Context: an optimization exercise on an open-source flow, tuned for small area, a short achievable clock period and few clock cycles. The choices shown serve that exercise and are no tape-out recipe. Function was checked by simulation only, so behaviour that the tests miss may differ from the original. No activity file was given, so power comes from the tool's default toggle rates.

<file path="flow/standard.sh">
#!/bin/bash
# synth_recipe.tcl (not shown) runs the flow's synth.tcl, then flattens the netlist and writes it again
# the make line also repeats each setting of config.mk as NAME=value (left out here)
make -C /OpenROAD-flow-scripts/flow DESIGN_CONFIG=/design/flow/config.mk WORK_HOME=/design/flow/orfs CLKGATE_MAP_FILE= SYNTH_SCRIPT=/design/flow/synth_recipe.tcl "${@:-finish}"
</file>
<file path="flow/constraint.sdc">
create_clock -name core_clock -period 12.0 [get_ports {clk}]
set_input_delay 2.4000 -clock core_clock [delete_from_list [all_inputs] [get_ports {clk}]]
set_output_delay 2.4000 -clock core_clock [all_outputs]
set_load 0.01 [all_outputs]
</file>
<file path="flow/design.v">
module thr_cmp (
    input  wire signed [14:0] y5,
    input  wire        [13:0] tm,
    input  wire               tn1,
    output wire signed [16:0] tg,
    output wire signed [16:0] tl,
    output wire signed [16:0] tn
);
    wire signed [16:0] x20 = {y5, 2'b00};
    wire signed [16:0] te  = {3'd0, tm};
    assign tg = x20 + ~te + {16'd0, !tn1};    
    assign tl = x20 + te + {16'd0, tn1};
    assign tn = ~x20;                         
endmodule
module bacc #(parameter BS = 6, parameter [31:0] INIT = 32'hffffffff) (
    input  wire        clk,
    input  wire        restart,
    input  wire [16:0] t,
    input  wire        ci,
    output wire        neg
);
    localparam NB = (32 + BS - 1) / BS;
    reg  [31:0]   acc;
    reg  [NB-2:0] cr;
    wire [31:0]   a = restart ? INIT : acc;
    wire [31:0]   b = {{15{t[16]}}, t};
    wire [NB-1:0] bcin = restart ? {{(NB-1){1'b0}}, ci} : {cr, ci};
    wire [NB-1:0] bco;
    wire [31:0]   s;
    genvar j;
    generate for (j = 0; j < NB; j = j + 1) begin : blk
        localparam LO = j * BS;
        localparam W  = (LO + BS > 32) ? (32 - LO) : BS;
        wire [W:0] r = {1'b0, a[LO +: W]} + {1'b0, b[LO +: W]} + {{W{1'b0}}, bcin[j]};
        assign s[LO +: W] = r[W-1:0];
        assign bco[j] = r[W];
    end endgenerate
    always @(posedge clk) begin
        acc <= s;
        cr  <= bco[NB-2:0];
    end
    wire [NB-1:0] c;
    assign c[0] = 1'b0;
    generate for (j = 1; j < NB; j = j + 1) begin : res
        localparam LO = (j - 1) * BS;
        wire d = (j == 1) ? 1'b0 : cr[j-2];
        assign c[j] = (d & c[j-1]) ? (&acc[LO+1 +: BS-1]) : ((d | c[j-1]) & (&acc[LO +: BS]));
    end endgenerate
    localparam TL = (NB - 1) * BS;
    wire dt  = cr[NB-2];
    wire c31;
    generate if (TL >= 30) begin : top1
        assign c31 = (dt & c[NB-1]) | ((dt | c[NB-1]) & acc[30]);
    end else begin : topn
        assign c31 = (dt & c[NB-1]) ? (&acc[30:TL+1]) : ((dt | c[NB-1]) & (&acc[30:TL]));
    end endgenerate
    assign neg = acc[31] ^ c31;
endmodule
module line_decoder (
    input  wire               clk,
    input  wire               rst,
    input  wire               start,
    input  wire        [2:0]  cmd_scheme,
    input  wire        [15:0] cmd_ncells,
    input  wire signed [15:0] cmd_spb,
    input  wire        [11:0] cmd_fs,
    input  wire               s_valid,
    output wire               s_ready,
    input  wire signed [11:0] s_data,
    output reg                b_valid,
    output reg                b_bit,
    output reg                busy,
    output reg                done,
    output reg         [1:0]  res,
    output wire        [15:0] outlen
);
    localparam [2:0] SC_NRZL = 3'd0, SC_NRZI = 3'd1, SC_MAN = 3'd2, SC_DMAN = 3'd3,
                     SC_AMI  = 3'd4, SC_B8ZS = 3'd5, SC_HDB3 = 3'd6, SC_RSVD = 3'd7;
    localparam [1:0] RES_OK = 2'd0, RES_EMPTY = 2'd1, RES_INVALID = 2'd2, RES_UNSUP = 2'd3;
    reg  [15:0] n_l;
    reg  [13:0] h_l;         
    reg         f_nrzl, f_nrzi, f_man, f_dman, f_win, f_b8;
    reg  [13:0] tm;
    reg         tn1;
    assign outlen = n_l;
    reg         rdy;         
    reg         pass2;
    reg  [13:0] hc;          
    reg         hb;          
    reg  [15:0] kc;          
    assign s_ready = rdy;
    wire        take   = s_valid && rdy;
    wire        h_end  = (hc == 14'd1);
    wire        c_end  = h_end && hb;
    wire        k_last = (kc == 16'd1);
    reg  signed [11:0] x1;
    reg         v1;
    reg         s1_p2, s1_cfirst, s1_hfirst, s1_h2, s1_hend, s1_cend, s1_last;
    reg         nxt_cfirst, nxt_hfirst;    
    reg  signed [14:0] y5;
    reg         v2t, v2;
    reg         s2_cfirst, s2_hfirst, s2_h2, s2_hend, s2_cend, s2_last;
    reg  signed [16:0] ta, tb, tc;
    reg         s3_rstab, s3_rstc, s3_hend, s3_cend, s3_last;
    reg         ci_ab;       
    wire        neg_a, neg_b, neg_c;
    reg         v4_hend, v4_cend, v4_last;
    reg         ref_nz, ref_pos;     
    reg         dm_bit;              
    reg  [7:0]  w_pre, w_pol;        
    reg  [3:0]  w_cnt;
    reg  [3:0]  skip;                
    reg         lb_pos;
    reg         flush;
    wire signed [16:0] tg, tl, tn;
    thr_cmp u_terms (.y5(y5), .tm(tm), .tn1(tn1), .tg(tg), .tl(tl), .tn(tn));
    wire [13:0] y_m  = y5[13:0] ^ {14{y5[14]}};
    wire        y_n  = y5[14];
    wire        y_gt = {y_m, y_n} > {tm, tn1};
    wire gt  = !neg_a;                   
    wire lt  =  neg_b;                   
    wire nz  = gt || lt;
    wire cgt = !neg_c;
    reg  line_bit;
    always @(*) begin
        if (f_nrzl)      line_bit = gt;
        else if (f_nrzi) line_bit = nz && ref_nz && (gt != ref_pos);
        else if (f_man)  line_bit = lt || (!gt && cgt);
        else if (f_dman) line_bit = dm_bit;
        else             line_bit = nz;
    end
    wire [3:0]  win_len  = f_b8 ? 4'd8 : 4'd4;
    wire        w_full   = (w_cnt == win_len);
    wire [2:0]  w_last   = f_b8 ? 3'd7 : 3'd3;
    wire        ex_pre   = w_pre[w_last];
    wire        ex_pol   = w_pol[w_last];
    wire        ex_bit   = ex_pre && (skip == 4'd0);
    wire        lb_eff   = (w_full && ex_pre) ? ex_pol : lb_pos;
    wire [7:0]  np_pre   = {w_pre[6:0], nz};
    wire [7:0]  np_pol   = {w_pol[6:0], gt};
    wire [3:0]  cnt_n    = w_full ? w_cnt : w_cnt + 4'd1;
    wire        test_en  = (cnt_n == win_len) && (skip <= 4'd1);
    wire b8_shape = !np_pre[7] && !np_pre[6] && !np_pre[5] && np_pre[4] &&
                     np_pre[3] && !np_pre[2] && np_pre[1] && np_pre[0];
    wire b8_pol   = (np_pol[4] == lb_eff) && (np_pol[3] != lb_eff) &&
                    (np_pol[1] != lb_eff) && (np_pol[0] == lb_eff);
    wire match8   = b8_shape && b8_pol;
    wire h_mid    = !np_pre[2] && !np_pre[1] && np_pre[0];
    wire t000v    = h_mid && !np_pre[3] && (np_pol[0] == lb_eff);
    wire tb00v    = h_mid &&  np_pre[3] && (np_pol[3] != lb_eff) && (np_pol[0] == np_pol[3]);
    wire match4   = t000v || tb00v;
    wire        match    = test_en && (f_b8 ? match8 : match4);
    wire [2:0]  fl_idx   = w_cnt[2:0] - 3'd1;
    wire        fl_bit   = w_pre[fl_idx] && (skip == 4'd0);
    always @(posedge clk) begin
        if (rst) begin
            busy    <= 1'b0;
            done    <= 1'b0;
            res     <= RES_OK;
            n_l     <= 16'd0;
            rdy     <= 1'b0;
            v1      <= 1'b0;
        end else begin
            v1  <= take;
            if (!busy) begin
                if (start) begin
                    done   <= 1'b0;
                    res    <= RES_OK;
                    n_l    <= 16'd0;
                    if (cmd_ncells == 16'd0) begin
                        res  <= RES_EMPTY;
                        done <= 1'b1;
                    end else if (cmd_spb <= 16'sd0 || cmd_spb[0]) begin
                        res  <= RES_INVALID;
                        done <= 1'b1;
                    end else if (cmd_scheme == SC_RSVD) begin
                        res  <= RES_UNSUP;
                        done <= 1'b1;
                    end else begin
                        busy <= 1'b1;
                        rdy  <= 1'b1;
                        n_l  <= cmd_ncells;
                    end
                end
            end else begin
                if (take && pass2 && c_end && k_last)
                    rdy <= 1'b0;
                if ((v4_cend && v4_last && !f_win) || (flush && w_cnt == 4'd1)) begin
                    busy <= 1'b0;
                    done <= 1'b1;
                end
            end
        end
    end
    always @(posedge clk) begin
        if (!busy) begin
            h_l    <= cmd_spb[14:1];
            f_nrzl <= (cmd_scheme == SC_NRZL);
            f_nrzi <= (cmd_scheme == SC_NRZI);
            f_man  <= (cmd_scheme == SC_MAN);
            f_dman <= (cmd_scheme == SC_DMAN);
            f_win  <= (cmd_scheme == SC_B8ZS) || (cmd_scheme == SC_HDB3);
            f_b8   <= (cmd_scheme == SC_B8ZS);
            hc     <= cmd_spb[14:1];
            hb     <= 1'b0;
            kc     <= cmd_ncells;
            pass2  <= 1'b0;
            nxt_cfirst <= 1'b1;
            nxt_hfirst <= 1'b0;
        end else if (take) begin
            if (h_end) begin
                hc <= h_l;
                hb <= !hb;
            end else begin
                hc <= hc - 14'd1;
            end
            if (c_end) begin
                if (k_last) begin
                    kc    <= n_l;
                    pass2 <= 1'b1;
                end else begin
                    kc <= kc - 16'd1;
                end
            end
            nxt_cfirst <= c_end;
            nxt_hfirst <= h_end && !hb;
        end
    end
    always @(posedge clk) begin
        x1        <= s_data;
        s1_p2     <= pass2;
        s1_cfirst <= nxt_cfirst;
        s1_hfirst <= nxt_hfirst;
        s1_h2     <= hb;
        s1_hend   <= h_end && !hb;
        s1_cend   <= c_end;
        s1_last   <= c_end && k_last;
    end
    always @(posedge clk) begin
        y5        <= {{3{x1[11]}}, x1} + {x1[11], x1, 2'b00};
        s2_cfirst <= s1_cfirst;
        s2_hfirst <= s1_hfirst;
        s2_h2     <= s1_h2;
        s2_hend   <= s1_hend;
        s2_cend   <= s1_cend;
        s2_last   <= s1_last;
    end
    always @(posedge clk) begin
        if (rst) begin
            v2t <= 1'b0;
            v2  <= 1'b0;
        end else begin
            v2t <= v1 && !s1_p2;
            v2  <= v1 && s1_p2;
        end
    end
    always @(posedge clk) begin
        if (!busy) begin
            tm  <= {2'b00, cmd_fs};
            tn1 <= 1'b0;
        end else if (v2t && y_gt) begin
            tm  <= y_m;
            tn1 <= y_n;
        end
        ta <= !v2 ? 17'sd0 : (f_man && s2_h2) ? tn : tg;
        tb <= !v2 ? 17'sd0 : (f_man && s2_h2) ? tn : tl;
        ci_ab <= v2 && f_man && s2_h2;
        tc <= !v2 ? 17'sd0 : tg;
        s3_rstab <= v2 && (s2_cfirst || (f_dman && s2_hfirst));
        s3_rstc  <= v2 && s2_cfirst;
        s3_hend  <= v2 && s2_hend;
        s3_cend  <= v2 && s2_cend;
        s3_last  <= s2_last;
    end
    bacc #(.INIT(32'hffffffff)) u_acc_a (.clk(clk), .restart(s3_rstab), .t(ta), .ci(ci_ab), .neg(neg_a));
    bacc #(.INIT(32'h00000000)) u_acc_b (.clk(clk), .restart(s3_rstab), .t(tb), .ci(ci_ab), .neg(neg_b));
    bacc #(.INIT(32'hffffffff)) u_acc_c (.clk(clk), .restart(s3_rstc),  .t(tc), .ci(1'b0),  .neg(neg_c));
    always @(posedge clk) begin
        v4_last <= s3_last;
    end
    always @(posedge clk) begin
        if (rst) begin
            v4_hend <= 1'b0;
            v4_cend <= 1'b0;
        end else begin
            v4_hend <= s3_hend;
            v4_cend <= s3_cend;
        end
    end
    always @(posedge clk) begin
        if (rst) begin
            b_valid <= 1'b0;
            b_bit   <= 1'b0;
            flush   <= 1'b0;
        end else begin
            b_valid <= 1'b0;
            b_bit   <= 1'b0;
            if (!busy) begin
                flush   <= 1'b0;
                ref_nz  <= 1'b0;
                ref_pos <= 1'b0;
                w_cnt   <= 4'd0;
                skip    <= 4'd0;
                lb_pos  <= 1'b0;
            end else begin
                if (v4_hend)
                    dm_bit <= nz && ref_nz && (gt == ref_pos);
                if (v4_cend) begin
                    if (!f_win) begin
                        b_valid <= 1'b1;
                        b_bit   <= line_bit;
                        if (f_nrzi && nz) begin
                            ref_nz  <= 1'b1;
                            ref_pos <= gt;
                        end
                        if (f_dman) begin
                            ref_nz  <= nz;
                            ref_pos <= gt;
                        end
                    end else begin
                        if (w_full) begin
                            b_valid <= 1'b1;
                            b_bit   <= ex_bit;
                        end
                        lb_pos <= lb_eff;
                        w_pre  <= np_pre;
                        w_pol  <= np_pol;
                        w_cnt  <= cnt_n;
                        if (match)
                            skip <= win_len;
                        else if (skip != 4'd0)
                            skip <= skip - 4'd1;
                        if (v4_last)
                            flush <= 1'b1;
                    end
                end else if (flush) begin
                    b_valid <= 1'b1;
                    b_bit   <= fl_bit;
                    w_cnt   <= w_cnt - 4'd1;
                    if (skip != 4'd0)
                        skip <= skip - 4'd1;
                    if (w_cnt == 4'd1)
                        flush <= 1'b0;
                end
            end
        end
    end
endmodule
</file>
<file path="flow/flow/run.sh">
#!/bin/bash
# Standard layout, with timing repair aimed at a tighter setup target than the clock period.
set -euo pipefail
bash standard.sh SETUP_SLACK_MARGIN=8.7 CORE_UTILIZATION=60 PLACE_DENSITY=0.75 CTS_CLUSTER_SIZE=24 CTS_CLUSTER_DIAMETER=80 finish > standard_flow.log 2>&1
</file>
<file path="flow/config.mk">
export PLATFORM = sky130hd
export DESIGN_NAME = line_decoder
export DESIGN_NICKNAME = line_decoder
export VERILOG_FILES = /design/flow/design.v
export SDC_FILE = /design/flow/constraint.sdc
export NUM_CORES = 4
export LEC_CHECK = 0
export CAP_MARGIN = 20
export CORE_MARGIN = 2
export CORE_UTILIZATION = 40
export PLACE_DENSITY = 0.6
export SLEW_MARGIN = 20
</file>
==> results of run 1 <==
==> layer usage <==
metal,global-route usage,vias to the layer above,wire [um]
met5,0,-,0
met4,0.0511,0,598
met3,0.0311,46,1370
met2,0.406,236,17200
met1,0.322,5918,16700
li1,-,6227,-
==> power by group through the flow <==
stage	Combinational, uW	Clock [uW]	Sequential (uW)
3_3_place_gp	351	0	1270
5_1_grt	412	721	1250
4_1_cts	364	682	1240
3_5_place_dp	358	0	1270
6_report	371	667	1240
2_1_floorplan	272	0	1250
==> through the flow <==
step	cell area, um^2	setup slack (ns)	hold slack (ns)	cells
floorplan	17600	8.58	0.310	1770
global placement	18700	7.72	0.311	2189
detailed placement	18700	7.60	0.312	2189
CTS	19600	8.57	0.333	2241
global route	19600	8.56	0.340	2243
finish	19600	8.58	0.332	2243
==> cell families (layout without fill, tap and decap cells) <==
logic type      after synthesis  in the layout  share of synthesized area
compound gates              353            353                      0.132
xor+xnor                    141            141                     0.0709
fa+ha+maj                   172            172                      0.138
buf+inv                     193            282                     0.0423
flops                       334            334                      0.436
mux                          35             35                     0.0230
simple gates                542            542                      0.158
==> sequential cells by signal (all words and copies together) (netlist names), 14 cells and up <==
name         cells
u_acc_a.acc     32
u_acc_b.acc     32
u_acc_c.acc     32
ta              17
tc              17
kc              16
n_l             16
tb              16
y5              15
h_l             14
hc              14
tm              14
==> path summary, 6_finish.rpt <==
kind	startpoint	end	slack [ns]	depth (start not counted)
max	n_l[9]	outlen[9]	8.58	1
max reg2reg	tm[0]	tc[16]	8.91	11
min	s3_last	v4_last	0.33	0
min reg2reg	s3_last	v4_last	0.33	0
==> what timing repair did <==
action	4_1_cts	5_1_grt
pin swaps	11	9
resized for setup	193	35
setup buffers	22	2
setup endpoints to repair	110	62
==> area by class of cell <==
type / count / share of cell area
Clock buffer: 26 / 0.0256
Clock inverter: 4 / 0.00159
Inverter: 135 / 0.0258
Multi-Input combinational cell: 1243 / 0.477
Sequential cell: 334 / 0.389
Tap cell: 384 / 0.0245
Timing Repair Buffer: 117 / 0.0569
==> placed cells by master (no fill, tap or decap), types with 12 or more instances in the layout <==
master,netlist,layout
and2_1,17,17
nand2b_1,28,26
ha_1,139,139
mux2_2,20,20
buf_4,0,27
fa_1,33,33
clkdlybuf4s50_1,0,28
xor2_1,53,53
or2_2,68,68
nand3_1,23,21
a21o_1,67,67
o21bai_1,20,20
dfxtp_1,244,219
nand4_1,17,17
nor2_1,186,184
o21a_1,15,15
dlygate4sd2_1,0,12
mux2i_1,13,13
clkbuf_16,0,19
nor2b_1,55,55
dfxtp_2,0,21
edfxtp_1,90,90
a21oi_1,110,109
nor3_1,31,31
buf_6,1,25
a211oi_1,18,18
nand2_1,63,60
xnor2_1,88,88
o21ai_0,46,45
inv_1,134,132
nor4_1,19,12
a22oi_2,0,16
==> metrics.md, run 1 <==
| Metric | Value |
|---|---|
| Final Hold Fails | `0` |
| Routed via count | `12400` |
| Iter 0 DRT Violations | `between 700 and 800` |
| Post-Syn Area | `17400 um^2` |
| Combinational Power Share | `0.162` |
| Pwr dens | `116 nW/um^2` |
| CP startpoint kind | `flip-flop` |
| Arrival @ worst endpoint | `1.02 ns` |
| Switching share of power | `0.271` |
| IO buf count | `85` |
| Clk pwr share | `0.292` |
| Yosys Warn Count | `3` |
| First-pass DRT Iterations | `7` |
| Initial antenna violation count | `0` |
| Post-route ant nets | `0` |
| Syn_nets | `2005` |
| # diodes | `0` |
| Multi-input gate area | `9360 um^2` |
| RSZ-0062 raised after global routing | `yes` |
| Syn-to-layout area delta | `12.7%` |
| Tot GR Track Use | `0.237` |
| Layout Skew | `0.0226 ns` |
| Slew headroom | `0.272` |
| Pwr Total | `2280 uW` |
| Layout cells sized above 1 | `0.136` |
| RePlAce Congestion | `0.942` |
| Worst slew pin tran | `~1.1 ns` |
| Sink Count | `between 300 and 400` |
| Synthesized flop and latch total | `334` |
| Die footprint | `30400 um^2` |
| Psw | `618 uW` |
| Final net count | `2084` |
| Worst VDD drop | `between 0.1 and 0.15 mV` |
| Max H-tree Level | `1` |
| CTS tree | `yes` |
| Leak Pwr | `0.00907 uW` |
| Finished Core Util | `0.685` |
| Crit path max-delay family | `flip-flops` |
| Req. time, crit path | `about 9.6 ns` |
| # fillers | `2178` |
| Delay of the slowest critical-path stage | `0.38 ns` |
| Syn Inst Count | `1770` |
| Post-synth top area cell | `dfxtp_1` |
| Clock latency at the later pin of the worst-skew pair | `0.53 ns` |
| Starting Density | `0.608` |
| Top area cells in the synthesized netlist | `dfxtp_1, edfxtp_1, ha_1` |
| Share of Yosys cell area claimed by the top area cell type | `0.281` |
| Post-synthesis sequential area ratio | `0.436` |
| DRC | `0` |
| Int Power | `1660 uW` |
| Area of the core | `28600 um^2` |
| Max Freq | `0.293 GHz` |
| Unique masters post-synth | `74` |
| WL per Instance | `16.0 um` |
| First-pass GRT wire length | `60.0 mm` |
| Min Tclk post-route | `3.42 ns` |
| Ys flop type | `dfxtp_1` |
| Storage cell area | `7630 um^2` |
| Commonest cells in the netlist | `dfxtp_1, nor2_1, ha_1` |
| Num rows | `62` |
| Grt ovf | `0` |
| Vert. Die Dim | `around 170 um` |
| Syn Area/Cell | `9.83 um^2` |
| Slew Viols, Final | `0` |
| Ports | `86` |
| Number of global-route vias before repair | `12500` |
| Die Wd | `around 170 um` |
| Crit. End Element | `primary output` |
| Post-synth EDFFs | `90` |
| Crit-path slowest cell | `dfxtp_2` |
| Status | `finished clean` |
| Fin Setup TNS | `0 ns` |
| Count leader, synth | `dfxtp_1` |
| Worst Hold Class | `reg -> reg` |
| Tcrit/Tclk final | `0.285` |
| Detailed Place HPWL | `25.8 mm` |
| Hold-fix buffers at CTS | `0` |
| Seq pwr share | `0.545` |
| Bufs on Longest Clock Path | `3` |
| MaxCap Viol Count | `0` |
| Root Driver | `clkbuf_16` |
| Total CTS buffers | `18` |
| FFs w/ async S/R, synth | `0` |
| Via-to-Cell Ratio | `5.54` |
| Crit path kind | `reg -> out` |
| Buf+Inv Stages, Crit Path | `1` |
| Largest net degree at the start of global routing | `75` |
| Drt total wl | `35.9 mm` |
| Critical-path cell list | `buf_6` |
| Setup violators final | `0` |
| CTS clock-pin slew for the worst setup and hold paths | `0.09 ns` |
| Worst-path fanout max | `3` |
Testbench counts, summed over its fixed seeds: cycles 62,204.
==> inputs of run 2 (changes only) <==
--- a/flow/design.v
+++ b/flow/design.v
@@ -100,7 +100,8 @@
     reg  signed [14:0] y5;
     reg         v2t, v2;
     reg         s2_cfirst, s2_hfirst, s2_h2, s2_hend, s2_cend, s2_last;
-    reg  signed [16:0] ta, tb, tc;
+    reg  signed [16:0] tc, tb;      
+    wire signed [16:0] ta;
     reg         s3_rstab, s3_rstc, s3_hend, s3_cend, s3_last;
     reg         ci_ab;       
     wire        neg_a, neg_b, neg_c;
@@ -262,7 +263,6 @@
             tm  <= y_m;
             tn1 <= y_n;
         end
-        ta <= !v2 ? 17'sd0 : (f_man && s2_h2) ? tn : tg;
         tb <= !v2 ? 17'sd0 : (f_man && s2_h2) ? tn : tl;
         ci_ab <= v2 && f_man && s2_h2;
         tc <= !v2 ? 17'sd0 : tg;
@@ -272,6 +272,7 @@
         s3_cend  <= v2 && s2_cend;
         s3_last  <= s2_last;
     end
+    assign ta = ci_ab ? tb : tc;
     bacc #(.INIT(32'hffffffff)) u_acc_a (.clk(clk), .restart(s3_rstab), .t(ta), .ci(ci_ab), .neg(neg_a));
     bacc #(.INIT(32'h00000000)) u_acc_b (.clk(clk), .restart(s3_rstab), .t(tb), .ci(ci_ab), .neg(neg_b));
     bacc #(.INIT(32'hffffffff)) u_acc_c (.clk(clk), .restart(s3_rstc),  .t(tc), .ci(1'b0),  .neg(neg_c));
==> metrics.md, run 2 <==
| Metric | Value |
|---|---|
| Final Hold Fails | `0 (unchanged)` |
| Slew headroom | `0.274 (+0.00208)` |
| CP startpoint kind | `flip-flop` |
| Max Freq | `0.293 GHz (about the same)` |
| Crit path kind | `reg -> out` |
| Multiplexer share of the synthesized area | `0.0385 (+0.0155)` |
| Worst VDD drop | `0.138 mV (+31%)` |
| Sink Count | `318 (-4.8%)` |
| Req. time, crit path | `9.60 ns (about the same)` |
| Max H-tree Level | `1 (unchanged)` |
| Main combinational cell family by area after synthesis | `simple AND/OR/NAND/NOR gates` |
| FFs w/ async S/R, synth | `0 (unchanged)` |
| Syn-to-layout area delta | `12.9%` |
| Post-route ant nets | `0 (unchanged)` |
| Fin Setup TNS | `0 ns (unchanged)` |
| Commonest non-fill, non-tap cell in the layout | `dfxtp_1` |
| CTS tree | `yes` |
| Iter 0 DRT Violations | `571 (-27%)` |
| Ys flop type | `dfxtp_1` |
| Vert. Die Dim | `173 um (-0.73%)` |
| First-pass DRT Iterations | `5 (-2)` |
| Share of Yosys cell area claimed by the top area cell type | `0.266 (-0.0144)` |
| Unique masters post-synth | `79 (+6.8%)` |
| Crit-path slowest cell | `dfxtp_2` |
| Starting Density | `0.614 (+0.00572)` |
| Finished Core Util | `0.693 (+0.00781)` |
| Layout cells sized above 1 | `0.143 (+0.00746)` |
| Bufs on Longest Clock Path | `3 (unchanged)` |
| Yosys Warn Count | `3 (unchanged)` |
| Die Wd | `173 um (-0.73%)` |
| Clock latency at the later pin of the worst-skew pair | `0.53 ns (about the same)` |
| M3 GR Usage | `0.0244 (-0.00665)` |
| Seq pwr share | `0.548 (+0.003)` |
| Post-Syn Area | `17100 um^2 (-1.5%)` |
| IO buf count | `85 (unchanged)` |
| Simple-gate portion of the synthesized area | `0.160 (+0.00232)` |
| Compound-Gate Fraction of Synth Area | `0.126 (-0.00623)` |
| Drt total wl | `34.4 mm (-4.2%)` |
| Detailed Place HPWL | `24.3 mm (-5.7%)` |
| MaxCap Viol Count | `0 (unchanged)` |
| Crit path depth | `1 (unchanged)` |
| Slew Viols, Final | `0 (unchanged)` |
| Area of the core | `27900 um^2 (-2.4%)` |
| Post-synthesis sequential area ratio | `0.424 (-0.0121)` |
| CTS clock-pin slew for the worst setup and hold paths | `0.10 ns (about the same)` |
| Pwr dens | `112 nW/um^2 (-4.1%)` |
| RR Startpoint | `y5[14]` |
| Largest net degree at the start of global routing | `75 (unchanged)` |
| Delay of the slowest critical-path stage | `0.38 ns (about the same)` |
| R2r setup slk | `8.99 ns (+0.08 ns)` |
| Worst slew pin tran | `1.09 ns (-0.00311 ns)` |
| Post-synth top area cell | `dfxtp_1` |
| Initial antenna violation count | `0 (unchanged)` |
| RePlAce Congestion | `0.859 (-8.8%)` |
| Switching share of power | `0.265 (-0.00555)` |
| Routed via count | `12300 (-0.99%)` |
| Tot GR Track Use | `0.227 (-0.00960)` |
| Post-synthesis adder-cell area fraction | `0.141 (+0.00268)` |
| Worst-path fanout max | `3 (unchanged)` |
| Via-to-Cell Ratio | `5.57 (+0.49%)` |
| Int Power | `1590 uW (-4.7%)` |
| Worst Hold Class | `reg -> reg` |
| Crit path max-delay family | `flip-flops` |
| Final net count | `2056 (-1.3%)` |
| Crit. End Element | `primary output` |
| Num rows | `61 (-1.6%)` |
| GR peak layer | `met2` |
| DRC | `0 (unchanged)` |
| Min Tclk post-route | `3.41 ns (-0.000550 ns)` |
| Hold-fix buffers at CTS | `0 (unchanged)` |
| # diodes | `0 (unchanged)` |
| WL per Instance | `15.6 um (-2.7%)` |
| Buf+Inv Stages, Crit Path | `1 (unchanged)` |
| Arrival @ worst endpoint | `1.01 ns (about the same)` |
| Most frequent cells in the layout | `dfxtp_1, nor2_1, ha_1` |
| Layout Skew | `0.0198 ns (-0.00278 ns)` |
| Grt ovf | `0 (unchanged)` |
| Combinational Power Share | `0.149 (-0.013)` |
| Number of global-route vias before repair | `11900 (-5.4%)` |
| Pwr Total | `2160 uW (-5.4%)` |
| Die footprint | `29900 um^2 (-1.5%)` |
| Total CTS buffers | `18 (unchanged)` |
| Count leader, synth | `dfxtp_1` |
| Top area cells in the synthesized netlist | `dfxtp_1, edfxtp_1, ha_1` |
| First-pass GRT wire length | `57.2 mm (-4.5%)` |
| Reg2Reg Depth | `10 (-1)` |
| Syn_nets | `1966 (-1.9%)` |
| Setup violators final | `0 (unchanged)` |
| Status | `finished clean` |
| Synthesized flop and latch total | `318 (-4.8%)` |
| Syn Area/Cell | `9.91 um^2 (+0.72%)` |
| Tcrit/Tclk final | `0.285 (about the same)` |
| Clk pwr share | `0.304 (+0.012)` |
| Syn Inst Count | `1731 (-2.2%)` |
| Ports | `86 (unchanged)` |
| Setup crit start | `n_l[15]` |
| Worst r2r dst | `tm[0]` |
| Root Driver | `clkbuf_16` |
| Psw | `573 uW (-7.3%)` |
| GR met2 Demand/Resource | `0.367 (-0.0388)` |
| Xor/xnor share of the synthesized area | `0.0685 (-0.00243)` |
| Post-synth EDFFs | `90 (unchanged)` |
| RSZ-0062 raised after global routing | `yes` |
| Commonest cells in the netlist | `dfxtp_1, nor2_1, ha_1` |
| Worst setup path endpoint | `outlen[15]` |
| Met1 Use GR | `0.331 (+0.00912)` |
| Top Registers | `u_acc_a.acc x32, u_acc_b.acc x32, u_acc_c.acc x32` |
| Leak Pwr | `0.00905 uW (-0.17%)` |
| Critical-path cell list | `buf_6` |
run 2: cell types whose count changed in the layout (fill, tap and decap cells not counted), sizes merged, moves of 9 or more:
cell    before  now
clkbuf      33   44
nor2       186  171
mux2i       13   22
a21oi      110   86
a211oi      18    6
nand2b      28   40
nand2       64   79
nand4       17    8
dfxtp      244  228
mux2        20   32
run 2: what timing repair did:
action | in CTS | in global routing
endpoints found under the hold margin | 0 | 0
endpoints found under the setup margin | 111 | 67
pin swaps | 13 | 15
gates resized for setup | 185 | 52
setup buffers | 22 | 5
cloned | 1 | 1
run 2: area by class of cell:
cell class              instances  area, um^2
flip-flops and latches        318        7300
multi-input cells            1225        9360
fillers                      2216        8570
clock buffers                  24         483
well taps                     378         473
inverters                     135         509
repair buffers                123        1160
clock inverters                 7        70.1
run 2: through the flow:
stage / cells / instance area (um^2) / setup WS, ns / hold slack (ns)
2_1_floorplan: 1731 / 17300 / 8.59 / 0.310
3_3_place_gp: 2150 / 18500 / 7.78 / 0.310
3_5_place_dp: 2150 / 18500 / 7.76 / 0.313
4_1_cts: 2204 / 19300 / 8.56 / 0.329
5_1_grt: 2210 / 19400 / 8.54 / 0.333
6_report: 2210 / 19400 / 8.59 / 0.331
run 2: cell families after synthesis:
family | count (synthesis)
adder cells (fa/ha/maj) | 173
buffers and inverters | 188
XOR/XNOR | 132
flip-flops | 318
AO/OA/AOI/OAI | 324
AND/OR/NAND/NOR | 539
multiplexers | 57
run 2: worst min path at each step:
stage / from / end / slack (ns) / cells past startpoint
2_1_floorplan: s1_cend / s2_cend / 0.31 / 0
3_3_place_gp: s1_cend / s2_cend / 0.31 / 0
3_5_place_dp: s1_cfirst / s2_cfirst / 0.31 / 0
4_1_cts: s1_cfirst / s2_cfirst / 0.33 / 0
5_1_grt: s1_cfirst / s2_cfirst / 0.33 / 0
6_report: s1_cfirst / s2_cfirst / 0.33 / 0
run 2: layer usage:
layer / up-vias / part of all wire
met3: 50 / 0.043
met5: - / 0
met4: 0 / 0.020
met1: 5836 / 0.48
met2: 265 / 0.46
li1: 6153 / -
run 2: power by group through the flow:
| stage | clock network, uW | logic [uW] | registers (uW) |
|---|---|---|---|
| 4_1_cts | 675 | 316 | 1180 |
| 3_3_place_gp | 0 | 303 | 1200 |
| 6_report | 656 | 321 | 1180 |
| 5_1_grt | 709 | 359 | 1190 |
| 3_5_place_dp | 0 | 309 | 1210 |
| 2_1_floorplan | 0 | 233 | 1190 |
Testbench counts of run 2, summed over its fixed seeds: cycles 62,204.
==> inputs of run 3 (changes only) <==
==> flow/flow/run.sh (replaced) <==
#!/bin/bash
# Standard layout, with timing repair aimed at a tighter setup target than the clock period.
set -euo pipefail
bash standard.sh SETUP_SLACK_MARGIN=8.7 CORE_UTILIZATION=60 PLACE_DENSITY=0.75 CTS_CLUSTER_SIZE=20 CTS_CLUSTER_DIAMETER=70 CTS_BUF_LIST=sky130_fd_sc_hd__clkbuf_8 finish > standard_flow.log 2>&1
==> metrics.md, run 3 <==
| Metric | Value |
|---|---|
| Most frequent cells in the layout | `dfxtp_1, nor2_1, inv_1, ha_1, edfxtp_1` |
| Syn Area/Cell | `9.91 um^2 (unchanged)` |
| Reg2Reg Depth | `10 (unchanged)` |
| Seq pwr share | `0.568 (+0.020)` |
| Area of the core | `27900 um^2 (unchanged)` |
| Max H-tree Level | `1 (unchanged)` |
| Worst hold start | `s1_hfirst` |
| Pwr dens | `108 nW/um^2 (-3.1%)` |
| IO buf count | `85 (unchanged)` |
| Sink Count | `318 (unchanged)` |
| Final net count | `2056 (unchanged)` |
| Slew Viols, Final | `0 (unchanged)` |
| Max Freq | `0.287 GHz (-2.1%)` |
| Top area cells in the synthesized netlist | `dfxtp_1, edfxtp_1, ha_1` |
| FFs w/ async S/R, synth | `0 (unchanged)` |
| Count leader, synth | `dfxtp_1` |
| Top Registers | `u_acc_a.acc x32, u_acc_b.acc x32, u_acc_c.acc x32` |
| Commonest cells in the netlist | `dfxtp_1, nor2_1, ha_1` |
| Leak Pwr | `0.00904 uW (-0.19%)` |
| Worst-path fanout max | `3 (unchanged)` |
| Ys flop type | `dfxtp_1` |
| WL per Instance | `15.4 um (-1.5%)` |
| Buf+Inv Stages, Crit Path | `1 (unchanged)` |
| MaxCap Viol Count | `0 (unchanged)` |
| Initial antenna violation count | `0 (unchanged)` |
| First-pass DRT Iterations | `5 (unchanged)` |
| Worst r2r dst | `tm[1]` |
| Worst VDD drop | `0.146 mV (+6.3%)` |
| Int Power | `1500 uW (-5.4%)` |
| # diodes | `0 (unchanged)` |
| Pre-CTS setup slack | `7.76 ns (unchanged)` |
| Setup crit start | `n_l[15]` |
| R2r setup slk | `9.00 ns (about the same)` |
| Post-DP Area | `18500 um^2 (unchanged)` |
| Finished Core Util | `0.690 (-0.00309)` |
| WHS | `0.339 ns (+0.00823 ns)` |
| Status | `finished clean` |
| Crit-path slowest cell | `dfxtp_2` |
| Syn-to-layout area delta | `12.4%` |
| Hold-fix buffers at CTS | `0 (unchanged)` |
| Post-synth top area cell | `dfxtp_1` |
| CTS clock-pin slew for the worst setup and hold paths | `0.12 ns (+0.02 ns)` |
| Die footprint | `29900 um^2 (unchanged)` |
| Final instance area | `19300 um^2 (-0.45%)` |
| Ports | `86 (unchanged)` |
| Critical-path cell list | `buf_6` |
| Drt total wl | `34.0 mm (-1.2%)` |
| Delay of the slowest critical-path stage | `0.38 ns (about the same)` |
| Total CTS buffers | `23 (+5)` |
| Root Driver | `clkbuf_8` |
| Crit. End Element | `primary output` |
| CP startpoint kind | `flip-flop` |
| Tot GR Track Use | `0.226 (-0.00133)` |
| Synthesized flop and latch total | `318 (unchanged)` |
| Bufs on Longest Clock Path | `3 (unchanged)` |
| Arrival @ worst endpoint | `1.09 ns (+0.08 ns)` |
| Post-synthesis sequential area ratio | `0.424 (unchanged)` |
| Commonest non-fill, non-tap cell in the layout | `dfxtp_1` |
| Layout cells sized above 1 | `0.134 (-0.00917)` |
| Setup violators final | `0 (unchanged)` |
| Worst slew pin tran | `1.07 ns (-0.0126 ns)` |
| RR Startpoint | `y5[14]` |
| Yosys Warn Count | `3 (unchanged)` |
| Largest net degree at the start of global routing | `75 (unchanged)` |
| Psw | `582 uW (+1.7%)` |
| Crit path kind | `reg -> out` |
| Req. time, crit path | `9.60 ns (about the same)` |
| Routed via count | `12200 (-0.66%)` |
| Iter 0 DRT Violations | `669 (+17%)` |
| Post-Syn Area | `17100 um^2 (unchanged)` |
| DRC | `0 (unchanged)` |
| Share of Yosys cell area claimed by the top area cell type | `0.266 (unchanged)` |
| # fillers | `2242 (+1.2%)` |
| Post-synth EDFFs | `90 (unchanged)` |
| Syn_nets | `1966 (unchanged)` |
| Via-to-Cell Ratio | `5.52 (-0.93%)` |
| Slew headroom | `0.282 (+0.00842)` |
| Clock latency at the later pin of the worst-skew pair | `0.60 ns (+0.07 ns)` |
| Syn Inst Count | `1731 (unchanged)` |
| Crit path max-delay family | `flip-flops` |
| Final worst slack | `8.51 ns (-0.0736 ns)` |
| Crit path depth | `1 (unchanged)` |
| Num rows | `61 (unchanged)` |
| Die Wd | `173 um (unchanged)` |
| Switching share of power | `0.280 (+0.0143)` |
| CTS tree | `yes` |
| Detailed Place HPWL | `24.3 mm (unchanged)` |
| Worst setup path endpoint | `outlen[15]` |
| First-pass GRT wire length | `56.9 mm (-0.52%)` |
| Worst Hold Class | `reg -> reg` |
| Starting Density | `0.614 (unchanged)` |
| Layout Skew | `0.0282 ns (+0.00841 ns)` |
| Fin Setup TNS | `0 ns (unchanged)` |
| Min Tclk post-route | `3.49 ns (+0.0736 ns)` |
| Number of global-route vias before repair | `11800 (-0.31%)` |
| Post-route ant nets | `0 (unchanged)` |
| RSZ-0062 raised after global routing | `yes` |
| Tcrit/Tclk final | `0.291 (+0.00614)` |
| Final Hold Fails | `0 (unchanged)` |
| Clk pwr share | `0.279 (-0.025)` |
| RePlAce Congestion | `0.859 (unchanged)` |
| Grt ovf | `0 (unchanged)` |
| Vert. Die Dim | `173 um (unchanged)` |
| Combinational Power Share | `0.153 (+0.004)` |
| Unique masters post-synth | `79 (unchanged)` |
run 3: cell counts after synthesis:
Identical to the previous run, type by type.
run 3: timing repair:
| item | CTS | global route |
|---|---|---|
| resized for setup | 169 | 23 |
| gates cloned | 0 | 1 |
| buffers inserted | 19 | 4 |
| setup endpoints to repair | 88 | 55 |
| pin swaps | 12 | 12 |
run 3: layout make-up:
class                           count  area [um^2]  area share
Sequential cell                   318         7300       0.379
Multi-Input combinational cell   1225         9340       0.485
Tap cell                          378          473      0.0245
Timing Repair Buffer              118         1170      0.0609
Inverter                          135          509      0.0264
Clock inverter                     17          133     0.00688
Clock buffer                       25          344      0.0178
run 3: power by group through the flow:
stage	Sequential (uW)	Clock [uW]	Combinational (uW)
6_report	1180	581	319
5_1_grt	1190	640	357
4_1_cts	1180	603	314
3_5_place_dp	1210	0	309
3_3_place_gp	1200	0	303
2_1_floorplan	1190	0	233
run 3: through the flow:
stage,instances,power (uW)
2_1_floorplan,1731,1420
3_3_place_gp,2150,1510
3_5_place_dp,2150,1520
4_1_cts,2211,2100
5_1_grt,2216,2190
6_report,2216,2080
run 3: worst min-delay path by stage:
| stage | slack [ns] | endpoint | cells past startpoint |
|---|---|---|---|
| global route | 0.35 | s2_cfirst | 0 |
| detailed placement | 0.31 | s2_cfirst | 0 |
| finish | 0.34 | s2_hfirst | 0 |
| CTS | 0.34 | s2_cfirst | 0 |
| floorplan | 0.31 | s2_cend | 0 |
| global placement | 0.31 | s2_cend | 0 |
run 3: per-layer routing:
layer  vias up  global-route usage  share of wire  wire length (um)
met2       257               0.363           0.45             15300
met5         -                   0              0                 0
li1       6146                   -              -                 -
met1      5783               0.329           0.49             16500
met3        37              0.0277          0.045              1520
met4         0              0.0473          0.019               631
run 3: cell families after synthesis:
kind of cell / share of synthesized area
XOR/XNOR: 0.0685
adder cells (fa/ha/maj): 0.141
flip-flops: 0.424
multiplexers: 0.0385
buffers and inverters: 0.0425
AND/OR/NAND/NOR: 0.160
AO/OA/AOI/OAI: 0.126
==> inputs of run 4 (changes only) <==
==> flow/flow/run.sh (replaced) <==
#!/bin/bash
# Standard layout, with timing repair aimed at a tighter setup target than the clock period.
set -euo pipefail
bash standard.sh SETUP_SLACK_MARGIN=8.7 CORE_UTILIZATION=70 PLACE_DENSITY=0.85 CTS_CLUSTER_SIZE=24 CTS_CLUSTER_DIAMETER=80 finish > standard_flow.log 2>&1
==> metrics.md, run 4 <==
| Metric | Value |
|---|---|
| Combinational Power Share | `0.153 (about the same)` |
| Routed via count | `12700 (+3.9%)` |
| Starting Density | `0.709 (+0.0954)` |
| Layout cells sized above 1 | `0.153 (+0.0192)` |
| Commonest cells in the netlist | `dfxtp_1, nor2_1, ha_1` |
| Total CTS buffers | `17 (-26%)` |
| WL per Instance | `17.6 um (+15%)` |
| Slew headroom | `0.248 (-0.0339)` |
| Die Wd | `161 um (-7.2%)` |
| DRC | `0 (unchanged)` |
| Top Registers | `u_acc_a.acc x32, u_acc_b.acc x32, u_acc_c.acc x32` |
| Worst slew pin tran | `1.12 ns (+0.0507 ns)` |
| Ports | `86 (unchanged)` |
| FFs w/ async S/R, synth | `0 (unchanged)` |
| Max H-tree Level | `1 (unchanged)` |
| Clk pwr share | `0.301 (+0.022)` |
| Final Hold Fails | `0 (unchanged)` |
| Ys flop type | `dfxtp_1` |
| Slew Viols, Final | `0 (unchanged)` |
| Crit. End Element | `flip-flop` |
| Top area cells in the synthesized netlist | `dfxtp_1, edfxtp_1, ha_1` |
| Crit path kind | `in -> reg` |
| Bufs on Longest Clock Path | `3 (unchanged)` |
| Clock latency at the later pin of the worst-skew pair | `0.51 ns (-0.09 ns)` |
| Post-DP Area | `18400 um^2 (-0.37%)` |
| Finished Core Util | `0.800 (+0.110)` |
| RSZ-0062 raised after global routing | `yes` |
| Post-route ant nets | `0 (unchanged)` |
| Layout Cells excl Fill | `2160 (-2.5%)` |
| Post-Syn Area | `17100 um^2 (unchanged)` |
| Req. time, crit path | `12.39 ns (+2.79 ns)` |
| Tcrit/Tclk final | `0.285 (-0.00597)` |
| Num rows | `57 (-6.6%)` |
| Number of global-route vias before repair | `13000 (+9.5%)` |
| Seq pwr share | `0.546 (-0.022)` |
| Status | `finished clean` |
| Root Driver | `clkbuf_16` |
| Leak Pwr | `0.00906 uW (+0.32%)` |
| Final instance area | `19400 um^2 (+0.38%)` |
| Pwr Total | `2170 uW (+4.1%)` |
| Switching share of power | `0.261 (-0.0183)` |
| Largest net degree at the start of global routing | `75 (unchanged)` |
| Unique masters post-synth | `79 (unchanged)` |
| Detailed Place HPWL | `25.4 mm (+4.6%)` |
| Drt total wl | `38.0 mm (+12%)` |
| Final net count | `2061 (+0.24%)` |
| Psw | `567 uW (-2.7%)` |
| # diodes | `0 (unchanged)` |
| Area of the core | `24200 um^2 (-13%)` |
| Int Power | `1600 uW (+6.7%)` |
| Yosys Warn Count | `3 (unchanged)` |
| CTS clock-pin slew for the worst setup and hold paths | `0.10 ns (-0.02 ns)` |
| Placed Instances | `2096 (-2.5%)` |
| Synthesized flop and latch total | `318 (unchanged)` |
| Initial antenna violation count | `0 (unchanged)` |
| First-pass DRT Iterations | `5 (unchanged)` |
| Worst VDD drop | `0.111 mV (-25%)` |
| Commonest non-fill, non-tap cell in the layout | `dfxtp_1` |
| Layout Skew | `0.0108 ns (-0.0174 ns)` |
| Count leader, synth | `dfxtp_1` |
| MaxCap Viol Count | `0 (unchanged)` |
| RePlAce Congestion | `0.863 (+0.55%)` |
| Post-synth EDFFs | `90 (unchanged)` |
| CTS tree | `yes` |
| Sink Count | `318 (unchanged)` |
| Share of Yosys cell area claimed by the top area cell type | `0.266 (unchanged)` |
| Worst-path fanout max | `5 (+2)` |
| Post-synth top area cell | `dfxtp_1` |
| Syn_nets | `1966 (unchanged)` |
| Syn Inst Count | `1731 (unchanged)` |
| CP startpoint kind | `input pin` |
| Syn-to-layout area delta | `12.9%` |
| Tot GR Track Use | `0.284 (+0.0583)` |
| Post-synthesis sequential area ratio | `0.424 (unchanged)` |
| Grt ovf | `0 (unchanged)` |
| Worst Hold Class | `reg -> reg` |
| Arrival @ worst endpoint | `3.81 ns (+2.72 ns)` |
| Iter 0 DRT Violations | `958 (+43%)` |
| Fin Setup TNS | `0 ns (unchanged)` |
| Pwr dens | `112 nW/um^2 (+3.7%)` |
| Most frequent cells in the layout | `dfxtp_1, nor2_1, ha_1` |
| Hold-fix buffers at CTS | `0 (unchanged)` |
| First-pass GRT wire length | `60.9 mm (+7.0%)` |
| Syn Area/Cell | `9.91 um^2 (unchanged)` |
| Die footprint | `25800 um^2 (-14%)` |
| Vert. Die Dim | `161 um (-7.2%)` |
| Setup violators final | `0 (unchanged)` |
| Via-to-Cell Ratio | `5.88 (+6.6%)` |
| Max Freq | `0.293 GHz (+2.1%)` |
| Min Tclk post-route | `3.42 ns (-0.0716 ns)` |
| IO buf count | `85 (unchanged)` |
==> run 4: cell counts after synthesis <==
Identical to the previous run, type by type.
==> run 4: stage by stage <==
stage | worst slack (ns) | hold WS, ns
final | 8.58 | 0.335
after global routing | 8.57 | 0.343
after CTS | 8.43 | 0.334
after detailed placement | 7.74 | 0.312
after global placement | 7.82 | 0.311
after floorplan | 8.59 | 0.310
==> run 4: path summary, 6_finish.rpt <==
check | startpoint | endpoint | slack, ns | depth (start not counted)
worst max-delay path | cmd_ncells[6] | n_l[7] | 8.58 | 8
worst min-delay path | s3_last | v4_last | 0.33 | 0
worst max register to register | kc[4] | kc[8] | 8.89 | 7
worst min register to register | s3_last | v4_last | 0.33 | 0
==> run 4: per-layer routing <==
layer  vias to the layer above  wire length [um]  part of all wire  global-route usage
met5                         -                 0                 0                   0
met4                         0              1060             0.028              0.0704
met3                        78              1710             0.045              0.0292
met2                       390             18800              0.49               0.501
met1                      6074             16400              0.43               0.378
li1                       6154                 -                 -                   -
==> run 4: repair_timing <==
item                                    CTS  global route
endpoints found under the hold margin     0             0
gates resized for setup                 186            79
pin swaps                                11            17
endpoints found under the setup margin  112            93
setup buffers                            21            10
cloned                                    1             3
==> run 4: cells by family (layout without fill, tap and decap cells) <==
kind of cell,count (synthesis),after routing,synth area share
and+or+nand+nor,539,539,0.160
AOI/OAI and AO/OA,324,324,0.126
DFF,318,318,0.424
buffers and inverters,188,293,0.0425
adders and majority gates,173,173,0.141
xor gates and xnor gates,132,132,0.0685
muxes,57,57,0.0385
==> run 4: area by class of cell <==
| class | instances | area (um^2) |
|---|---|---|
| Inverter | 135 | 509 |
| Fill cell | 1474 | 4820 |
| Multi-Input combinational cell | 1225 | 9400 |
| Clock inverter | 1 | 7.51 |
| Sequential cell | 318 | 7310 |
| Timing Repair Buffer | 129 | 1190 |
| Clock buffer | 28 | 531 |
| Tap cell | 324 | 405 |
==> run 4: critical path, stage by stage <==
cell       delay (ns)
buf_2            0.14
nor4_4           0.40
a41oi_4          0.17
inv_2            0.12
nor2_4           0.08
clkbuf_16        0.17
a22oi_1          0.22
nor2_1           0.10
==> run 4: power groups by stage <==
stage / Sequential, uW / Combinational, uW / Clock, uW
3_3_place_gp: 1200 / 301 / 0
3_5_place_dp: 1210 / 310 / 0
5_1_grt: 1190 / 368 / 696
4_1_cts: 1180 / 319 / 659
2_1_floorplan: 1190 / 233 / 0
6_report: 1180 / 332 / 653
==> inputs of run 5 (changes only) <==
==> flow/flow/run.sh (replaced) <==
#!/bin/bash
# Standard layout, with timing repair aimed at a tighter setup target than the clock period.
set -euo pipefail
bash standard.sh SETUP_SLACK_MARGIN=8.6 CORE_UTILIZATION=60 PLACE_DENSITY=0.75 CTS_CLUSTER_SIZE=24 CTS_CLUSTER_DIAMETER=80 finish > standard_flow.log 2>&1
==> metrics.md, run 5 <==
| Metric | Value |
|---|---|
| Compound-Gate Fraction of Synth Area | `0.126 (unchanged)` |
| Pre-CTS setup slack | `7.56 ns (-0.182 ns)` |
| Syn Inst Count | `1731 (unchanged)` |
| Post-route ant nets | `0 (unchanged)` |
| Crit path max-delay family | `flip-flops` |
| Iter 0 DRT Violations | `796 (-17%)` |
| Post-DP Area | `18500 um^2 (+0.58%)` |
| # diodes | `0 (unchanged)` |
| Top area cells in the synthesized netlist | `dfxtp_1, edfxtp_1, ha_1` |
| Sink Count | `318 (unchanged)` |
| Total CTS buffers | `18 (+1)` |
| Count leader, synth | `dfxtp_1` |
| Critical-path cell list | `clkbuf_2` |
| Synthesized flop and latch total | `318 (unchanged)` |
| Worst-path fanout max | `3 (-2)` |
| Slew Viols, Final | `0 (unchanged)` |
| Pwr dens | `113 nW/um^2 (+0.49%)` |
| Area of the core | `27900 um^2 (+16%)` |
| Final worst slack | `8.56 ns (-0.0206 ns)` |
| Post-synth top area cell | `dfxtp_1` |
| Vert. Die Dim | `173 um (+7.8%)` |
| IO buf count | `85 (unchanged)` |
| Post-Syn Area | `17100 um^2 (unchanged)` |
| WHS | `0.333 ns (-0.00166 ns)` |
| CTS clock-pin slew for the worst setup and hold paths | `0.10 ns (about the same)` |
| Post-synthesis sequential area ratio | `0.424 (unchanged)` |
| Tot GR Track Use | `0.229 (-0.0550)` |
| Fin Setup TNS | `0 ns (unchanged)` |
| Status | `finished clean` |
| First-pass DRT Iterations | `6 (+1)` |
| Req. time, crit path | `9.60 ns (-2.79 ns)` |
| Unique masters post-synth | `79 (unchanged)` |
| Via-to-Cell Ratio | `5.56 (-5.4%)` |
| Setup violators final | `0 (unchanged)` |
| Syn-to-layout area delta | `13.1%` |
| WL per Instance | `15.8 um (-10%)` |
| Routed via count | `12300 (-3.4%)` |
| Ys flop type | `dfxtp_1` |
| Setup crit start | `rdy` |
| Detailed Place HPWL | `24.7 mm (-2.9%)` |
| CP startpoint kind | `flip-flop` |
| Buf+Inv Stages, Crit Path | `1 (-2)` |
| Xor/xnor share of the synthesized area | `0.0685 (unchanged)` |
| Die footprint | `29900 um^2 (+16%)` |
| Crit path kind | `reg -> out` |
| Commonest cells in the netlist | `dfxtp_1, nor2_1, ha_1` |
| Top Registers | `u_acc_a.acc x32, u_acc_b.acc x32, u_acc_c.acc x32` |
| Final net count | `2052 (-0.44%)` |
| RR Startpoint | `y5[14]` |
| Slew headroom | `0.373 (+0.125)` |
| Worst Hold Class | `reg -> reg` |
| RePlAce Congestion | `0.820 (-5.0%)` |
| Clock latency at the later pin of the worst-skew pair | `0.52 ns (about the same)` |
| Leak Pwr | `0.00907 uW (about the same)` |
| Num rows | `61 (+7.0%)` |
| Grt ovf | `0 (unchanged)` |
| Crit-path slowest cell | `dfxtp_2` |
| Commonest non-fill, non-tap cell in the layout | `dfxtp_1` |
| Final Hold Fails | `0 (unchanged)` |
| Worst hold start | `s1_h2` |
| Die Wd | `173 um (+7.8%)` |
| Drt total wl | `34.8 mm (-8.6%)` |
| Syn Area/Cell | `9.91 um^2 (unchanged)` |
| Tcrit/Tclk final | `0.286 (+0.00172)` |
| Final instance area | `19400 um^2 (+0.23%)` |
| Root Driver | `clkbuf_16` |
| CTS tree | `yes` |
| Simple-gate portion of the synthesized area | `0.160 (unchanged)` |
| First-pass GRT wire length | `58.1 mm (-4.7%)` |
| Yosys Warn Count | `3 (unchanged)` |
| Main combinational cell family by area after synthesis | `simple AND/OR/NAND/NOR gates` |
| Post-synthesis adder-cell area fraction | `0.141 (unchanged)` |
| Arrival @ worst endpoint | `1.04 ns (-2.77 ns)` |
| Initial antenna violation count | `0 (unchanged)` |
| Ports | `86 (unchanged)` |
| RSZ-0062 raised after global routing | `yes` |
| Starting Density | `0.614 (-0.0954)` |
| Worst VDD drop | `0.118 mV (+6.6%)` |
| # fillers | `2167 (+47%)` |
| Syn_nets | `1966 (unchanged)` |
| Worst slew pin tran | `0.941 ns (-0.184 ns)` |
| Layout cells sized above 1 | `0.132 (-0.0211)` |
| Multiplexer share of the synthesized area | `0.0385 (unchanged)` |
| Largest net degree at the start of global routing | `75 (unchanged)` |
| Layout Skew | `0.0148 ns (+0.00406 ns)` |
| Post-synth EDFFs | `90 (unchanged)` |
| FFs w/ async S/R, synth | `0 (unchanged)` |
| Bufs on Longest Clock Path | `3 (unchanged)` |
| Max Freq | `0.291 GHz (-0.60%)` |
| DRC | `0 (unchanged)` |
| MaxCap Viol Count | `0 (unchanged)` |
| Most frequent cells in the layout | `dfxtp_1, nor2_1, ha_1` |
| Delay of the slowest critical-path stage | `0.38 ns (-0.02 ns)` |
| Number of global-route vias before repair | `12200 (-6.0%)` |
| Crit. End Element | `primary output` |
| Max H-tree Level | `1 (unchanged)` |
| Share of Yosys cell area claimed by the top area cell type | `0.266 (unchanged)` |
| Min Tclk post-route | `3.44 ns (+0.0206 ns)` |
-- run 5: cell counts after synthesis --
Identical to the previous run, type by type.
-- run 5: path summary, 6_finish.rpt --
kind / depth (start not counted) / end / slack, ns
min reg2reg: 0 / s2_h2 / 0.33
max reg2reg: 10 / tm[1] / 8.89
min: 0 / s2_h2 / 0.33
max: 1 / s_ready / 8.56
-- run 5: where the power goes --
part | switching [uW] | internal [uW]
sequential | 38.8 | 1140
clock | 360 | 322
combinational | 172 | 149
total | 571 | 1610
-- run 5: worst register-to-register path, delay by kind of cell, from the launching register on --
family,cells,cell delay [ns]
AOI/OAI and AO/OA,6,1.08
xor gates and xnor gates,1,0.24
adders and majority gates,1,0.27
DFF,1,0.65
and+or+nand+nor,2,0.55
-- run 5: what timing repair did --
action | 4_1_cts | 5_1_grt
buffers inserted | 20 | 3
endpoints found under the setup margin | 102 | 46
hold buffers | 0 | 0
cloned | 0 | 1
pin swaps | 11 | 6
gates resized for setup | 156 | 20
-- run 5: cell families (layout without fill, tap and decap cells) --
logic type | after synthesis | in the layout
mux | 57 | 57
flops | 318 | 318
simple gates | 539 | 539
xor+xnor | 132 | 132
compound gates | 324 | 324
fa+ha+maj | 173 | 173
buf+inv | 188 | 284
-- run 5: stage by stage --
stage / total power [uW] / std cells / util
global placement: 1510 / 2150 / 0.662
CTS: 2200 / 2200 / 0.690
detailed placement: 1520 / 2150 / 0.662
finish: 2180 / 2205 / 0.694
floorplan: 1430 / 1731 / -
global route: 2280 / 2205 / 0.694
-- run 5: final cells by class --
type | instances | area, um^2 | share of cell area
clock buffers | 24 | 494 | 0.0255
clock inverters | 6 | 77.6 | 0.00400
inverters | 135 | 509 | 0.0263
multi-input cells | 1225 | 9370 | 0.483
flip-flops and latches | 318 | 7300 | 0.376
well taps | 378 | 473 | 0.0244
repair buffers | 119 | 1170 | 0.0604
-- run 5: metal layers --
layer | vias up | global-route usage | share of wire
li1 | 6131 | - | -
met1 | 5846 | 0.320 | 0.48
met2 | 239 | 0.385 | 0.47
met3 | 49 | 0.0240 | 0.034
met4 | 0 | 0.0547 | 0.020
met5 | - | 0 | 0
==> inputs of run 6 (changes only) <==
==> flow/flow/run.sh (replaced) <==
#!/bin/bash
# Standard layout, with timing repair aimed at a tighter setup target than the clock period.
set -euo pipefail
bash standard.sh SETUP_SLACK_MARGIN=8.8 CORE_UTILIZATION=60 PLACE_DENSITY=0.75 CTS_CLUSTER_SIZE=24 CTS_CLUSTER_DIAMETER=80 finish > standard_flow.log 2>&1
==> metrics.md, run 6 <==
| Metric | Value |
|---|---|
| RePlAce Congestion | `0.810 (-1.3%)` |
| Total CTS buffers | `18 (unchanged)` |
| Req. time, crit path | `9.60 ns (about the same)` |
| Die Wd | `173 um (unchanged)` |
| Slew Viols, Final | `0 (unchanged)` |
| Share of Yosys cell area claimed by the top area cell type | `0.266 (unchanged)` |
| Status | `finished clean` |
| Ports | `86 (unchanged)` |
| Top Registers | `u_acc_a.acc x32, u_acc_b.acc x32, u_acc_c.acc x32` |
| Worst VDD drop | `0.114 mV (-3.0%)` |
| Top area cells in the synthesized netlist | `dfxtp_1, edfxtp_1, ha_1` |
| Critical-path cell list | `buf_6` |
| Min Tclk post-route | `3.39 ns (-0.0483 ns)` |
| Setup violators final | `0 (unchanged)` |
| Crit-path slowest cell | `dfxtp_2` |
| Most frequent cells in the layout | `dfxtp_1, nor2_1, ha_1` |
| Post-synth top area cell | `dfxtp_1` |
| Post-Syn Area | `17100 um^2 (unchanged)` |
| Layout Cells excl Fill | `2214 (+0.41%)` |
| Commonest cells in the netlist | `dfxtp_1, nor2_1, ha_1` |
| MaxCap Viol Count | `0 (unchanged)` |
| Syn-to-layout area delta | `14.3%` |
| Yosys Warn Count | `3 (unchanged)` |
| CTS clock-pin slew for the worst setup and hold paths | `0.10 ns (about the same)` |
| Clock latency at the later pin of the worst-skew pair | `0.51 ns (about the same)` |
| Initial antenna violation count | `1 (+1)` |
| Routed via count | `12200 (-0.62%)` |
| Max Freq | `0.295 GHz (+1.4%)` |
| Tcrit/Tclk final | `0.282 (-0.00402)` |
| Crit path kind | `reg -> out` |
| Leak Pwr | `0.00910 uW (+0.32%)` |
| Syn Inst Count | `1731 (unchanged)` |
| FFs w/ async S/R, synth | `0 (unchanged)` |
| Layout Skew | `0.0150 ns (+0.000135 ns)` |
| Fin Setup TNS | `0 ns (unchanged)` |
| Root Driver | `clkbuf_16` |
| Delay of the slowest critical-path stage | `0.37 ns (about the same)` |
| Area of the core | `27900 um^2 (unchanged)` |
| WL per Instance | `15.8 um (+0.21%)` |
| Crit path max-delay family | `flip-flops` |
| Num rows | `61 (unchanged)` |
| Final Hold Fails | `0 (unchanged)` |
| Commonest non-fill, non-tap cell in the layout | `dfxtp_1` |
| Crit. End Element | `primary output` |
| IO buf count | `85 (unchanged)` |
| Post-synthesis sequential area ratio | `0.424 (unchanged)` |
| CP startpoint kind | `flip-flop` |
| Max H-tree Level | `1 (unchanged)` |
| Grt ovf | `0 (unchanged)` |
| DRC | `0 (unchanged)` |
| Unique masters post-synth | `79 (unchanged)` |
| Final net count | `2059 (+0.34%)` |
| Ys flop type | `dfxtp_1` |
| Worst-path fanout max | `3 (unchanged)` |
| First-pass GRT wire length | `58.6 mm (+0.97%)` |
| Starting Density | `0.614 (unchanged)` |
| Layout cells sized above 1 | `0.159 (+0.0267)` |
| Slew headroom | `0.373 (-0.000479)` |
| Worst Hold Class | `reg -> reg` |
| Post-synth EDFFs | `90 (unchanged)` |
| Synthesized flop and latch total | `318 (unchanged)` |
| Worst slew pin tran | `0.941 ns (+0.000719 ns)` |
| Largest net degree at the start of global routing | `75 (unchanged)` |
| CTS tree | `yes` |
| Detailed Place HPWL | `24.5 mm (-0.53%)` |
| Die footprint | `29900 um^2 (unchanged)` |
| First-pass DRT Iterations | `5 (-1)` |
| Tot GR Track Use | `0.232 (+0.00280)` |
| Count leader, synth | `dfxtp_1` |
| Vert. Die Dim | `173 um (unchanged)` |
| Buf+Inv Stages, Crit Path | `1 (unchanged)` |
| Syn Area/Cell | `9.91 um^2 (unchanged)` |
| Via-to-Cell Ratio | `5.51 (-1.0%)` |
| RSZ-0062 raised after global routing | `yes` |
| Arrival @ worst endpoint | `0.99 ns (-0.05 ns)` |
| Drt total wl | `35.0 mm (+0.62%)` |
| Sink Count | `318 (unchanged)` |
| Number of global-route vias before repair | `12200 (-0.082%)` |
| Post-route ant nets | `0 (unchanged)` |
| Placed Instances | `2151 (+0.047%)` |
| Bufs on Longest Clock Path | `3 (unchanged)` |
| Iter 0 DRT Violations | `715 (-10%)` |
| Pwr dens | `112 nW/um^2 (-0.20%)` |
| Syn_nets | `1966 (unchanged)` |
-- run 6: worst paths after layout --
path / start / to / slack [ns] / cells past startpoint
setup / recovery: n_l[6] / outlen[6] / 8.61 / 1
hold / removal: s1_hend / s2_hend / 0.33 / 0
setup reg to reg: tm[0] / tb[16] / 9.05 / 11
hold reg to reg: s1_hend / s2_hend / 0.33 / 0
-- run 6: cell families after synthesis --
| kind of cell | Yosys count | synth area share |
|---|---|---|
| AO/OA/AOI/OAI | 324 | 0.126 |
| XOR/XNOR | 132 | 0.0685 |
| adder cells (fa/ha/maj) | 173 | 0.141 |
| buffers and inverters | 188 | 0.0425 |
| flip-flops | 318 | 0.424 |
| multiplexers | 57 | 0.0385 |
| AND/OR/NAND/NOR | 539 | 0.160 |
-- run 6: timing repair --
action                                  in CTS  in global routing
gates resized for setup                    246                 70
endpoints found under the setup margin     113                 75
pin swaps                                   14                 19
cloned                                       3                  1
hold buffers                                 0                  0
setup buffers                               23                  4
-- run 6: cell type report --
cell class / count / area [um^2]
timing repair buffer: 126 / 1250
multi-input combinational: 1225 / 9470
inverter: 135 / 509
fill: 2067 / 8330
tap: 378 / 473
sequential: 318 / 7300
antenna: 1 / 2.50
clock buffer: 24 / 494
clock inverter: 7 / 93.8
-- run 6: routing by layer --
layer	wire, um	vias to the layer above	share of wire	global-route usage
met2	16700	247	0.48	0.394
met1	16400	5761	0.47	0.327
met3	1510	28	0.043	0.0262
met4	346	0	0.0099	0.0339
li1	-	6153	-	-
met5	0	-	0	0
-- run 6: through the flow --
step	worst slack (ns)	utilization	instance area, um^2	total power [uW]	hold slack, ns
3_3_place_gp	7.65	0.663	18500	1510	0.312
5_1_grt	8.58	0.702	19600	2300	0.340
2_1_floorplan	8.60	-	17400	1430	0.310
6_report	8.61	0.702	19600	2200	0.328
4_1_cts	8.59	0.696	19500	2210	0.329
3_5_place_dp	7.58	0.663	18500	1520	0.312
-- run 6: power breakdown --
group          internal (uW)  switching [uW]
combinational            154             176
clock                    332             359
sequential              1140            38.6
total                   1630             573

==> separate check: timing with driven ports <==
The flow's constraints put no driver on any port. The routed layouts listed below were extracted and timed again, unchanged, in two steps.
Step 1, drivers: a clkbuf_16 drives clk and a buf_2 each remaining input, both assumed.
Step 2 times the ports against the registers' clock, not the clock port: input delays grow and output delays shrink by t, the midpoint of the rising clock arrivals with the driver on.
Three values: ideal ports, drivers, drivers and shift; two values: the first two.
run	t (ns)	slack for setup (ns)	hold WS [ns]	worst slew at a driven data input, ns	cell pins on the clock port's net
run 1	0.570	8.585 / 8.533 / 8.172	0.332 / 0.332 / 0.332	0.05	1
run 2	0.569	8.585 / 8.535 / 8.166	0.331 / 0.331 / 0.331	0.05	1
run 3	0.631	8.512 / 8.461 / 8.108	0.339 / 0.339 / 0.339	0.05	1
run 4	0.552	8.583 / 8.540 / 8.063	0.335 / 0.335 / 0.335	0.05	1
run 5	0.562	8.563 / 8.513 / 8.108	0.333 / 0.333 / 0.333	0.05	1
run 6	0.557	8.611 / 8.560 / 8.173	0.328 / 0.328 / 0.328	0.06	1
After both steps every run listed still meets setup and hold. For run 4, which loses most, drivers alone change the setup slack by -0.043 ns; drivers and shift together by -0.520 ns.
